This is an optimization exercise on Yosys and OpenROAD, whose aim is small area, not a production implementation.
Function was checked by simulation only, so behaviour that the tests miss may differ from the original.
Power and IR drop assume default switching activity.

==> inputs of trial 7 <==
==> flow/design.v (excerpt) <==
module drc_tx_engine (
    input  wire        clk,
    input  wire        rst,
    input  wire        enable,
    input  wire        cfg_we,
    input  wire [4:0]  cfg_addr,
    input  wire [31:0] cfg_wdata,
    input  wire        send,
    input  wire        force_stop,
    input  wire [1:0]  flag_clr,
    output wire        tx_valid,
    output wire [7:0]  tx_data,
    input  wire        tx_ready,
    output wire        host_busy,
    output reg         host_done,
    output wire        halt_busy,
    output reg         abort,
    output reg         fstop_drop
);
    localparam [7:0] SOP   = 8'h8D;
    localparam [7:0] EOP   = 8'hD8;
    localparam [7:0] ESC   = 8'hAB;
    localparam [7:0] XMASK = 8'h88;
    localparam [4:0] F_CHK = 5'd30;
    localparam [4:0] F_EOP = 5'd31;
    reg [8*23-1:0] hd;           
    reg [4:0]      hd_last;      
    reg [8*15-1:0] ld;           
    reg [3:0]      ld_last;      
    reg            armed;
    wire [31:0] wd = ~(cfg_wdata & {32{~rst}});
    wire [4:0]  h_lastw = rst ? 5'd6 : (cfg_wdata[8:0] > 9'd16) ? 5'd22 : cfg_wdata[4:0] + 5'd6;
    wire [3:0]  l_lastw = rst ? 4'd6 : (cfg_wdata[3:0] > 4'd8)  ? 4'd14 : cfg_wdata[3:0] + 4'd6;
    wire a0 = rst | (cfg_we & (cfg_addr == 5'd0));
    wire a1 = rst | (cfg_we & (cfg_addr == 5'd1));
    wire a2 = rst | (cfg_we & (cfg_addr == 5'd2));
    wire a3 = rst | (cfg_we & (cfg_addr == 5'd3));
  ...
Settings: LEC_CHECK=0, CAP_MARGIN=20, CORE_MARGIN=2, CORE_UTILIZATION=60, SLEW_MARGIN=20, SYNTH_HIERARCHICAL=1, SYNTH_MINIMUM_KEEP_SIZE=0; clock period 40.0 ns.
standard.sh (not shown) runs the stock make flow with config.mk's settings and CLKGATE_MAP_FILE= SYNTH_SCRIPT=/design/flow/synth_recipe.tcl, a recipe that flattens the netlist after the stock synthesis.
==> flow/flow/run.sh <==
#!/bin/bash
# Standard synthesis and layout (standard.sh), with two changes to the clock
# tree and port buffers: no CTS dummy loads, small clock buffers, and the
# smallest buffer on each port. Each step's full output goes to its own log here.
set -euo pipefail
export CTS_ARGS="-sink_clustering_enable -repair_clock_nets -dont_use_dummy_load -buf_list sky130_fd_sc_hd__clkbuf_8 -sink_clustering_size 20 -sink_clustering_max_diameter 40"
export BUFFER_PORTS_ARGS="-buffer_cell sky130_fd_sc_hd__buf_1"
bash standard.sh synth > run_synth.log 2>&1
bash standard.sh > run_layout.log 2>&1
==> trial 80: changes against trial 7 <==
--- a/flow/design.v
+++ b/flow/design.v
@@ -23,17 +23,17 @@
     localparam [7:0] XMASK = 8'h88;
     localparam [4:0] F_CHK = 5'd30;
     localparam [4:0] F_EOP = 5'd31;
     reg [8*23-1:0] hd;           
     reg [4:0]      hd_last;      
     reg [8*15-1:0] ld;           
     reg [3:0]      ld_last;      
     reg            armed;
-    wire [31:0] wd = ~(cfg_wdata & {32{~rst}});
+    wire [31:0] wd = cfg_wdata & {32{~rst}};
     wire [4:0]  h_lastw = rst ? 5'd6 : (cfg_wdata[8:0] > 9'd16) ? 5'd22 : cfg_wdata[4:0] + 5'd6;
     wire [3:0]  l_lastw = rst ? 4'd6 : (cfg_wdata[3:0] > 4'd8)  ? 4'd14 : cfg_wdata[3:0] + 4'd6;
     wire a0 = rst | (cfg_we & (cfg_addr == 5'd0));
     wire a1 = rst | (cfg_we & (cfg_addr == 5'd1));
     wire a2 = rst | (cfg_we & (cfg_addr == 5'd2));
     wire a3 = rst | (cfg_we & (cfg_addr == 5'd3));
     wire a4 = rst | (cfg_we & (cfg_addr == 5'd4));
     wire a5 = rst | (cfg_we & (cfg_addr == 5'd5));
@@ -58,17 +58,17 @@
         end
         if (a4) begin
             ld[1*8 +: 8] <= wd[7:0];
             ld[2*8 +: 8] <= wd[15:8];
             ld[6*8 +: 8] <= wd[23:16];
         end
         if (a5) begin
             ld_last <= l_lastw;
-            armed   <= ~wd[31];
+            armed   <= wd[31];
         end
     end
     genvar g;
     generate
         for (g = 0; g < 8; g = g + 1) begin : g_lp
             always @(posedge clk)
                 if (rst | (cfg_we & (cfg_addr == 5'd8 + g)))
                     ld[(7+g)*8 +: 8] <= wd[7:0];
@@ -97,70 +97,38 @@
     assign halt_busy = lq_valid | act_l;
     wire xfer     = tx_valid & tx_ready;
     wire start    = xfer & idle;
     wire start_lq = start & lq_valid;
     wire admit    = send & enable & ~host_busy;
     wire fs_edge  = force_stop & ~fs_q;
     wire halt_go  = fs_edge & enable & armed;
     wire lq_load  = halt_go & ~lq_valid;
+    wire [7:0] hb = hs[fld*8 +: 8];
+    wire [7:0] lb = ls[fld*8 +: 8];
     wire       is_eop = (fld == F_EOP);
     wire       is_chk = (fld == F_CHK);
-    wire [38:0]     rsel;
-    wire [39*8-1:0] rdat = {acc, ls, hs};           
-    genvar j, b;
-    generate
-        for (j = 0; j < 23; j = j + 1) begin : g_hsel
-            assign rsel[j] = ~act_l & (fld == j);
-        end
-        for (j = 0; j < 15; j = j + 1) begin : g_lsel
-            assign rsel[23+j] = act_l & (fld == j);
-        end
-    endgenerate
-    assign rsel[38] = is_chk;
-    wire [7:0] cur_b;
-    generate
-        for (b = 0; b < 8; b = b + 1) begin : g_rbit
-            wire [12:0] t;
-            for (j = 0; j < 13; j = j + 1) begin : g_ao
-                drc_ao222i u_ao (
-                    .a1(rdat[(3*j)*8+b]),   .a2(rsel[3*j]),
-                    .b1(rdat[(3*j+1)*8+b]), .b2(rsel[3*j+1]),
-                    .c1(rdat[(3*j+2)*8+b]), .c2(rsel[3*j+2]),
-                    .y(t[j]));
-            end
-            assign cur_b[b] = &t;
-        end
-    endgenerate
+    wire [7:0] cur_b  = is_chk ? ~acc : (act_l ? lb : hb);
     wire       cur_spec = (cur_b == SOP) || (cur_b == EOP) || (cur_b == ESC);
     assign tx_data = idle    ? SOP :
                      is_eop  ? EOP :
                      esc_2nd ? (cur_b ^ XMASK) :
                      cur_spec ? ESC : cur_b;
-    wire [7:0] flags = ~(act_l ? ls[7:0] : hs[7:0]);
+    wire [7:0] flags = act_l ? ls[7:0] : hs[7:0];
     wire [4:0] last  = act_l ? {1'b0, ls_last} : hs_last;
     reg [4:0] nfld;
     always @* begin
         case (fld)
             5'd0:    nfld = flags[4] ? 5'd1 : flags[5] ? 5'd2 : 5'd3;
             5'd1:    nfld = flags[5] ? 5'd2 : 5'd3;
             5'd5:    nfld = flags[0] ? 5'd6 : (last == 5'd6) ? F_CHK : 5'd7;
             F_CHK:   nfld = F_EOP;
             default: nfld = (fld >= 5'd6 && fld == last) ? F_CHK : fld + 5'd1;
         endcase
     end
-    wire [7:0] acc_sum;
-    wire [8:1] acc_c;
-    drc_ha u_ha (.a(acc[0]), .b(cur_b[0]), .s(acc_sum[0]), .co(acc_c[1]));
-    generate
-        for (b = 1; b < 8; b = b + 1) begin : g_add
-            drc_fa u_fa (.a(acc[b]), .b(cur_b[b]), .ci(acc_c[b]),
-                         .s(acc_sum[b]), .co(acc_c[b+1]));
-        end
-    endgenerate
     wire body    = xfer & ~idle & ~is_eop;
     wire advance = body & ~(cur_spec & ~esc_2nd);
     wire fin     = xfer & ~idle & is_eop;
     always @(posedge clk)
         fs_q <= force_stop;
     always @(posedge clk) begin
         if (rst) begin
             hq_valid   <= 1'b0;
@@ -195,17 +163,17 @@
         if (start) begin
             fld     <= 5'd0;
             esc_2nd <= 1'b0;
             acc     <= 8'd0;
         end else if (body) begin
             esc_2nd <= ~advance;
             if (advance) begin
                 fld <= nfld;
-                acc <= acc_sum;
+                acc <= acc + cur_b;
             end
         end
     end
     always @(posedge clk) begin
         if (admit) begin
             hs      <= hd;
             hs_last <= hd_last;
         end
@@ -214,28 +182,8 @@
             lq_last <= ld_last;
         end
         if (start_lq) begin
             ls      <= lq;
             ls_last <= lq_last;
         end
     end
 endmodule
-module drc_ao222i (
-    input  wire a1, a2, b1, b2, c1, c2,
-    output wire y
-);
-    assign y = ~((a1 & a2) | (b1 & b2) | (c1 & c2));
-endmodule
-module drc_fa (
-    input  wire a, b, ci,
-    output wire s, co
-);
-    assign s  = a ^ b ^ ci;
-    assign co = (a & b) | (ci & (a ^ b));
-endmodule
-module drc_ha (
-    input  wire a, b,
-    output wire s, co
-);
-    assign s  = a ^ b;
-    assign co = a & b;
-endmodule
==> flow/run.sh (new file) <==
#!/bin/bash
# synth_recipe.tcl (not shown) runs the flow's synth.tcl, then flattens the netlist and writes it again
# the make line also repeats each setting of config.mk as NAME=value (left out here)
make -C /OpenROAD-flow-scripts/flow DESIGN_CONFIG=/design/flow/config.mk WORK_HOME=/design/flow/orfs CLKGATE_MAP_FILE= SYNTH_SCRIPT=/design/flow/synth_recipe.tcl finish
==> flow/config.mk (replaced) <==
export PLATFORM = sky130hd
export DESIGN_NAME = drc_tx_engine
export DESIGN_NICKNAME = drc_tx_engine
export VERILOG_FILES = /design/flow/design.v
export SDC_FILE = /design/flow/constraint.sdc
export NUM_CORES = 4
export LEC_CHECK = 0
export CAP_MARGIN = 20
export CORE_MARGIN = 2
export CORE_UTILIZATION = 40
export SLEW_MARGIN = 20
removed: flow/flow/run.sh
removed: flow/standard.sh
==> build 52: changes against trial 7 <==
--- a/flow/design.v
+++ b/flow/design.v
@@ -23,17 +23,17 @@
     localparam [7:0] XMASK = 8'h88;
     localparam [4:0] F_CHK = 5'd30;
     localparam [4:0] F_EOP = 5'd31;
     reg [8*23-1:0] hd;           
     reg [4:0]      hd_last;      
     reg [8*15-1:0] ld;           
     reg [3:0]      ld_last;      
     reg            armed;
-    wire [31:0] wd = ~(cfg_wdata & {32{~rst}});
+    wire [31:0] wd = cfg_wdata & {32{~rst}};
     wire [4:0]  h_lastw = rst ? 5'd6 : (cfg_wdata[8:0] > 9'd16) ? 5'd22 : cfg_wdata[4:0] + 5'd6;
     wire [3:0]  l_lastw = rst ? 4'd6 : (cfg_wdata[3:0] > 4'd8)  ? 4'd14 : cfg_wdata[3:0] + 4'd6;
     wire a0 = rst | (cfg_we & (cfg_addr == 5'd0));
     wire a1 = rst | (cfg_we & (cfg_addr == 5'd1));
     wire a2 = rst | (cfg_we & (cfg_addr == 5'd2));
     wire a3 = rst | (cfg_we & (cfg_addr == 5'd3));
     wire a4 = rst | (cfg_we & (cfg_addr == 5'd4));
     wire a5 = rst | (cfg_we & (cfg_addr == 5'd5));
@@ -58,17 +58,17 @@
         end
         if (a4) begin
             ld[1*8 +: 8] <= wd[7:0];
             ld[2*8 +: 8] <= wd[15:8];
             ld[6*8 +: 8] <= wd[23:16];
         end
         if (a5) begin
             ld_last <= l_lastw;
-            armed   <= ~wd[31];
+            armed   <= wd[31];
         end
     end
     genvar g;
     generate
         for (g = 0; g < 8; g = g + 1) begin : g_lp
             always @(posedge clk)
                 if (rst | (cfg_we & (cfg_addr == 5'd8 + g)))
                     ld[(7+g)*8 +: 8] <= wd[7:0];
@@ -97,70 +97,38 @@
     assign halt_busy = lq_valid | act_l;
     wire xfer     = tx_valid & tx_ready;
     wire start    = xfer & idle;
     wire start_lq = start & lq_valid;
     wire admit    = send & enable & ~host_busy;
     wire fs_edge  = force_stop & ~fs_q;
     wire halt_go  = fs_edge & enable & armed;
     wire lq_load  = halt_go & ~lq_valid;
+    wire [7:0] hb = hs[fld*8 +: 8];
+    wire [7:0] lb = ls[fld*8 +: 8];
     wire       is_eop = (fld == F_EOP);
     wire       is_chk = (fld == F_CHK);
-    wire [38:0]     rsel;
-    wire [39*8-1:0] rdat = {acc, ls, hs};           
-    genvar j, b;
-    generate
-        for (j = 0; j < 23; j = j + 1) begin : g_hsel
-            assign rsel[j] = ~act_l & (fld == j);
-        end
-        for (j = 0; j < 15; j = j + 1) begin : g_lsel
-            assign rsel[23+j] = act_l & (fld == j);
-        end
-    endgenerate
-    assign rsel[38] = is_chk;
-    wire [7:0] cur_b;
-    generate
-        for (b = 0; b < 8; b = b + 1) begin : g_rbit
-            wire [12:0] t;
-            for (j = 0; j < 13; j = j + 1) begin : g_ao
-                drc_ao222i u_ao (
-                    .a1(rdat[(3*j)*8+b]),   .a2(rsel[3*j]),
-                    .b1(rdat[(3*j+1)*8+b]), .b2(rsel[3*j+1]),
-                    .c1(rdat[(3*j+2)*8+b]), .c2(rsel[3*j+2]),
-                    .y(t[j]));
-            end
-            assign cur_b[b] = &t;
-        end
-    endgenerate
+    wire [7:0] cur_b  = is_chk ? ~acc : (act_l ? lb : hb);
     wire       cur_spec = (cur_b == SOP) || (cur_b == EOP) || (cur_b == ESC);
     assign tx_data = idle    ? SOP :
                      is_eop  ? EOP :
                      esc_2nd ? (cur_b ^ XMASK) :
                      cur_spec ? ESC : cur_b;
-    wire [7:0] flags = ~(act_l ? ls[7:0] : hs[7:0]);
+    wire [7:0] flags = act_l ? ls[7:0] : hs[7:0];
     wire [4:0] last  = act_l ? {1'b0, ls_last} : hs_last;
     reg [4:0] nfld;
     always @* begin
         case (fld)
             5'd0:    nfld = flags[4] ? 5'd1 : flags[5] ? 5'd2 : 5'd3;
             5'd1:    nfld = flags[5] ? 5'd2 : 5'd3;
             5'd5:    nfld = flags[0] ? 5'd6 : (last == 5'd6) ? F_CHK : 5'd7;
             F_CHK:   nfld = F_EOP;
             default: nfld = (fld >= 5'd6 && fld == last) ? F_CHK : fld + 5'd1;
         endcase
     end
-    wire [7:0] acc_sum;
-    wire [8:1] acc_c;
-    drc_ha u_ha (.a(acc[0]), .b(cur_b[0]), .s(acc_sum[0]), .co(acc_c[1]));
-    generate
-        for (b = 1; b < 8; b = b + 1) begin : g_add
-            drc_fa u_fa (.a(acc[b]), .b(cur_b[b]), .ci(acc_c[b]),
-                         .s(acc_sum[b]), .co(acc_c[b+1]));
-        end
-    endgenerate
     wire body    = xfer & ~idle & ~is_eop;
     wire advance = body & ~(cur_spec & ~esc_2nd);
     wire fin     = xfer & ~idle & is_eop;
     always @(posedge clk)
         fs_q <= force_stop;
     always @(posedge clk) begin
         if (rst) begin
             hq_valid   <= 1'b0;
@@ -195,17 +163,17 @@
         if (start) begin
             fld     <= 5'd0;
             esc_2nd <= 1'b0;
             acc     <= 8'd0;
         end else if (body) begin
             esc_2nd <= ~advance;
             if (advance) begin
                 fld <= nfld;
-                acc <= acc_sum;
+                acc <= acc + cur_b;
             end
         end
     end
     always @(posedge clk) begin
         if (admit) begin
             hs      <= hd;
             hs_last <= hd_last;
         end
@@ -214,28 +182,8 @@
             lq_last <= ld_last;
         end
         if (start_lq) begin
             ls      <= lq;
             ls_last <= lq_last;
         end
     end
 endmodule
-module drc_ao222i (
-    input  wire a1, a2, b1, b2, c1, c2,
-    output wire y
-);
-    assign y = ~((a1 & a2) | (b1 & b2) | (c1 & c2));
-endmodule
-module drc_fa (
-    input  wire a, b, ci,
-    output wire s, co
-);
-    assign s  = a ^ b ^ ci;
-    assign co = (a & b) | (ci & (a ^ b));
-endmodule
-module drc_ha (
-    input  wire a, b,
-    output wire s, co
-);
-    assign s  = a ^ b;
-    assign co = a & b;
-endmodule
==> flow/run.sh (new file) <==
#!/bin/bash
# synth_recipe.tcl (not shown) runs the flow's synth.tcl, then flattens the netlist and writes it again
# the make line also repeats each setting of config.mk as NAME=value (left out here)
make -C /OpenROAD-flow-scripts/flow DESIGN_CONFIG=/design/flow/config.mk WORK_HOME=/design/flow/orfs CLKGATE_MAP_FILE= SYNTH_SCRIPT=/design/flow/synth_recipe.tcl finish
==> flow/config.mk (replaced) <==
export PLATFORM = sky130hd
export DESIGN_NAME = drc_tx_engine
export DESIGN_NICKNAME = drc_tx_engine
export VERILOG_FILES = /design/flow/design.v
export SDC_FILE = /design/flow/constraint.sdc
export NUM_CORES = 4
export LEC_CHECK = 0
export CAP_MARGIN = 20
export CORE_MARGIN = 2
export CORE_UTILIZATION = 60
export CTS_BUF_LIST = sky130_fd_sc_hd__clkbuf_4
export CTS_CLUSTER_DIAMETER = 30
export CTS_CLUSTER_SIZE = 10
export SLEW_MARGIN = 20
removed: flow/flow/run.sh
removed: flow/standard.sh
==> trial 73: changes against trial 7 <==
--- a/flow/design.v
+++ b/flow/design.v
@@ -23,17 +23,17 @@
     localparam [7:0] XMASK = 8'h88;
     localparam [4:0] F_CHK = 5'd30;
     localparam [4:0] F_EOP = 5'd31;
     reg [8*23-1:0] hd;           
     reg [4:0]      hd_last;      
     reg [8*15-1:0] ld;           
     reg [3:0]      ld_last;      
     reg            armed;
-    wire [31:0] wd = ~(cfg_wdata & {32{~rst}});
+    wire [31:0] wd = cfg_wdata & {32{~rst}};
     wire [4:0]  h_lastw = rst ? 5'd6 : (cfg_wdata[8:0] > 9'd16) ? 5'd22 : cfg_wdata[4:0] + 5'd6;
     wire [3:0]  l_lastw = rst ? 4'd6 : (cfg_wdata[3:0] > 4'd8)  ? 4'd14 : cfg_wdata[3:0] + 4'd6;
     wire a0 = rst | (cfg_we & (cfg_addr == 5'd0));
     wire a1 = rst | (cfg_we & (cfg_addr == 5'd1));
     wire a2 = rst | (cfg_we & (cfg_addr == 5'd2));
     wire a3 = rst | (cfg_we & (cfg_addr == 5'd3));
     wire a4 = rst | (cfg_we & (cfg_addr == 5'd4));
     wire a5 = rst | (cfg_we & (cfg_addr == 5'd5));
@@ -58,17 +58,17 @@
         end
         if (a4) begin
             ld[1*8 +: 8] <= wd[7:0];
             ld[2*8 +: 8] <= wd[15:8];
             ld[6*8 +: 8] <= wd[23:16];
         end
         if (a5) begin
             ld_last <= l_lastw;
-            armed   <= ~wd[31];
+            armed   <= wd[31];
         end
     end
     genvar g;
     generate
         for (g = 0; g < 8; g = g + 1) begin : g_lp
             always @(posedge clk)
                 if (rst | (cfg_we & (cfg_addr == 5'd8 + g)))
                     ld[(7+g)*8 +: 8] <= wd[7:0];
@@ -97,70 +97,38 @@
     assign halt_busy = lq_valid | act_l;
     wire xfer     = tx_valid & tx_ready;
     wire start    = xfer & idle;
     wire start_lq = start & lq_valid;
     wire admit    = send & enable & ~host_busy;
     wire fs_edge  = force_stop & ~fs_q;
     wire halt_go  = fs_edge & enable & armed;
     wire lq_load  = halt_go & ~lq_valid;
+    wire [7:0] hb = hs[fld*8 +: 8];
+    wire [7:0] lb = ls[fld*8 +: 8];
     wire       is_eop = (fld == F_EOP);
     wire       is_chk = (fld == F_CHK);
-    wire [38:0]     rsel;
-    wire [39*8-1:0] rdat = {acc, ls, hs};           
-    genvar j, b;
-    generate
-        for (j = 0; j < 23; j = j + 1) begin : g_hsel
-            assign rsel[j] = ~act_l & (fld == j);
-        end
-        for (j = 0; j < 15; j = j + 1) begin : g_lsel
-            assign rsel[23+j] = act_l & (fld == j);
-        end
-    endgenerate
-    assign rsel[38] = is_chk;
-    wire [7:0] cur_b;
-    generate
-        for (b = 0; b < 8; b = b + 1) begin : g_rbit
-            wire [12:0] t;
-            for (j = 0; j < 13; j = j + 1) begin : g_ao
-                drc_ao222i u_ao (
-                    .a1(rdat[(3*j)*8+b]),   .a2(rsel[3*j]),
-                    .b1(rdat[(3*j+1)*8+b]), .b2(rsel[3*j+1]),
-                    .c1(rdat[(3*j+2)*8+b]), .c2(rsel[3*j+2]),
-                    .y(t[j]));
-            end
-            assign cur_b[b] = &t;
-        end
-    endgenerate
+    wire [7:0] cur_b  = is_chk ? ~acc : (act_l ? lb : hb);
     wire       cur_spec = (cur_b == SOP) || (cur_b == EOP) || (cur_b == ESC);
     assign tx_data = idle    ? SOP :
                      is_eop  ? EOP :
                      esc_2nd ? (cur_b ^ XMASK) :
                      cur_spec ? ESC : cur_b;
-    wire [7:0] flags = ~(act_l ? ls[7:0] : hs[7:0]);
+    wire [7:0] flags = act_l ? ls[7:0] : hs[7:0];
     wire [4:0] last  = act_l ? {1'b0, ls_last} : hs_last;
     reg [4:0] nfld;
     always @* begin
         case (fld)
             5'd0:    nfld = flags[4] ? 5'd1 : flags[5] ? 5'd2 : 5'd3;
             5'd1:    nfld = flags[5] ? 5'd2 : 5'd3;
             5'd5:    nfld = flags[0] ? 5'd6 : (last == 5'd6) ? F_CHK : 5'd7;
             F_CHK:   nfld = F_EOP;
             default: nfld = (fld >= 5'd6 && fld == last) ? F_CHK : fld + 5'd1;
         endcase
     end
-    wire [7:0] acc_sum;
-    wire [8:1] acc_c;
-    drc_ha u_ha (.a(acc[0]), .b(cur_b[0]), .s(acc_sum[0]), .co(acc_c[1]));
-    generate
-        for (b = 1; b < 8; b = b + 1) begin : g_add
-            drc_fa u_fa (.a(acc[b]), .b(cur_b[b]), .ci(acc_c[b]),
-                         .s(acc_sum[b]), .co(acc_c[b+1]));
-        end
-    endgenerate
     wire body    = xfer & ~idle & ~is_eop;
     wire advance = body & ~(cur_spec & ~esc_2nd);
     wire fin     = xfer & ~idle & is_eop;
     always @(posedge clk)
         fs_q <= force_stop;
     always @(posedge clk) begin
         if (rst) begin
             hq_valid   <= 1'b0;
@@ -195,17 +163,17 @@
         if (start) begin
             fld     <= 5'd0;
             esc_2nd <= 1'b0;
             acc     <= 8'd0;
         end else if (body) begin
             esc_2nd <= ~advance;
             if (advance) begin
                 fld <= nfld;
-                acc <= acc_sum;
+                acc <= acc + cur_b;
             end
         end
     end
     always @(posedge clk) begin
         if (admit) begin
             hs      <= hd;
             hs_last <= hd_last;
         end
@@ -214,28 +182,8 @@
             lq_last <= ld_last;
         end
         if (start_lq) begin
             ls      <= lq;
             ls_last <= lq_last;
         end
     end
 endmodule
-module drc_ao222i (
-    input  wire a1, a2, b1, b2, c1, c2,
-    output wire y
-);
-    assign y = ~((a1 & a2) | (b1 & b2) | (c1 & c2));
-endmodule
-module drc_fa (
-    input  wire a, b, ci,
-    output wire s, co
-);
-    assign s  = a ^ b ^ ci;
-    assign co = (a & b) | (ci & (a ^ b));
-endmodule
-module drc_ha (
-    input  wire a, b,
-    output wire s, co
-);
-    assign s  = a ^ b;
-    assign co = a & b;
-endmodule
==> flow/flow/run.sh (replaced) <==
#!/bin/bash
# Standard synthesis and layout (standard.sh), with two changes to the clock
# tree and port buffers: no CTS dummy loads, small clock buffers, and the
# smallest buffer on each port. Each step's full output goes to its own log here.
set -euo pipefail
export CTS_ARGS="-sink_clustering_enable -repair_clock_nets -dont_use_dummy_load -buf_list sky130_fd_sc_hd__clkbuf_4 -sink_clustering_size 10 -sink_clustering_max_diameter 30"
export BUFFER_PORTS_ARGS="-buffer_cell sky130_fd_sc_hd__buf_1"
bash standard.sh synth > run_synth.log 2>&1
bash standard.sh > run_layout.log 2>&1
==> flow/config.mk (replaced) <==
export PLATFORM = sky130hd
export DESIGN_NAME = drc_tx_engine
export DESIGN_NICKNAME = drc_tx_engine
export VERILOG_FILES = /design/flow/design.v
export SDC_FILE = /design/flow/constraint.sdc
export NUM_CORES = 4
export LEC_CHECK = 0
export CAP_MARGIN = 20
export CORE_MARGIN = 2
export CORE_UTILIZATION = 60
export SLEW_MARGIN = 20
==> impl_metrics.csv <==
group,metric,value,unit
status,status,"complete, no violations",
cells_and_area,fill_cells,3159,
global_route,grt_antenna_before_repair,3,
synth,synth_xor_area_share,0.470,%
min_path,hold_start,"hd[93]$_DFFE_PP_",
place,detailed_place.area,0.0291,mm²
synth,synthTopCellsByCount,"edfxtp_1 (751), mux2i_1 (94), a21oi_1 (42)",
route,viasPerCell,5.74,
pwr,seq_cell_power,949,µW
route,vias,13139,
clocking,cts_root_buf,"clkbuf_4",
cells_and_area,buffers,80,
[end of results for build 52]
==> impl_metrics.csv <==
group,metric,value,unit
synth,synth_xor_area_share,0.470,%
route,vias,12974,
status,status,"complete, no violations",
synth,synthTopCellsByCount,"edfxtp_1 (751), mux2i_1 (94), a21oi_1 (42)",
clocking,cts_root_buf,"clkbuf_4",
cells_and_area,buffers,79,
min_path,hold_start,"hd[82]$_DFFE_PP_",
[end of results for trial 73]
==> impl_metrics.csv <==
group,metric,value,unit
global_route,grt_pass1_wl,79300,µm
clocking,cts_root_buf,"clkbuf_8",
global_route,grt_pass1_vias,12354,
min_path,hold_start,"hd[64]$_DFFE_PP_",
pwr,combinationalPowerShare,5.8,%
synth,synthTopCellsByCount,"edfxtp_1 (751), a222oi_1 (104), nor2_1 (54)",
synth,synth_xor_area_share,0.165,%
status,status,"complete, no violations",
cells_and_area,fill_cells,3037,
route,viasPerCell,6.20,
route,vias,12414,
place,port_buffers,59,
pwr,seq_cell_power,951,µW
place,detailed_place.area,0.0276,mm²
[end of results for trial 7]
==> impl_metrics.csv <==
group,metric,value,unit
route,viasPerCell,5.12,
cells_and_area,buffers,77,
min_path,hold_start,"lq[74]$_DFFE_PP_",
route,vias,12800,
cells_and_area,reg_top3,"hd: 184 flops, hs: 184 flops",
global_route,grt_antenna_before_repair,0,
global_route,grtUsageMet1,20.3,%
cells_and_area,fill_cells,5695,
place,detailed_place.area,0.0295,mm²
status,status,"complete, no violations",
pwr,seq_cell_power,951,µW
clocking,cts_root_buf,"clkbuf_16",
[end of results for trial 80]

## static timing again, ports no longer ideal
The flow's constraints put no driver on any port. The routed layouts listed below were extracted and timed again, unchanged, in two steps. Step 1: set_driving_cell puts a clkbuf_16 on clk and a buf_2 on each other input, an assumption about the parent block. Step 2 also shifts input and output timing later by t, the mid clock arrival at the registers, as if the neighbouring blocks saw the same clock. a / b / c = ideal ports / drivers / drivers and shift; a / b = the first two.
| run | t, ns | setup slack, ns | cell pins on the clock port's net |
|---|---|---|---|
| trial 7 | 0.688 | 23.470 / 23.448 / 23.448 | 1 |
| trial 80 | 0.677 | 22.758 / 22.722 / 22.723 | 1 |
| build 52 | 1.026 | 22.762 / 22.736 / 22.736 | 1 |
| trial 73 | 0.996 | 23.518 / 23.492 / 23.492 | 1 |
After both steps every run listed still meets setup and hold. The setup slack of trial 80, which loses most, moves by -0.036 ns with the drivers and by -0.035 ns with both steps.
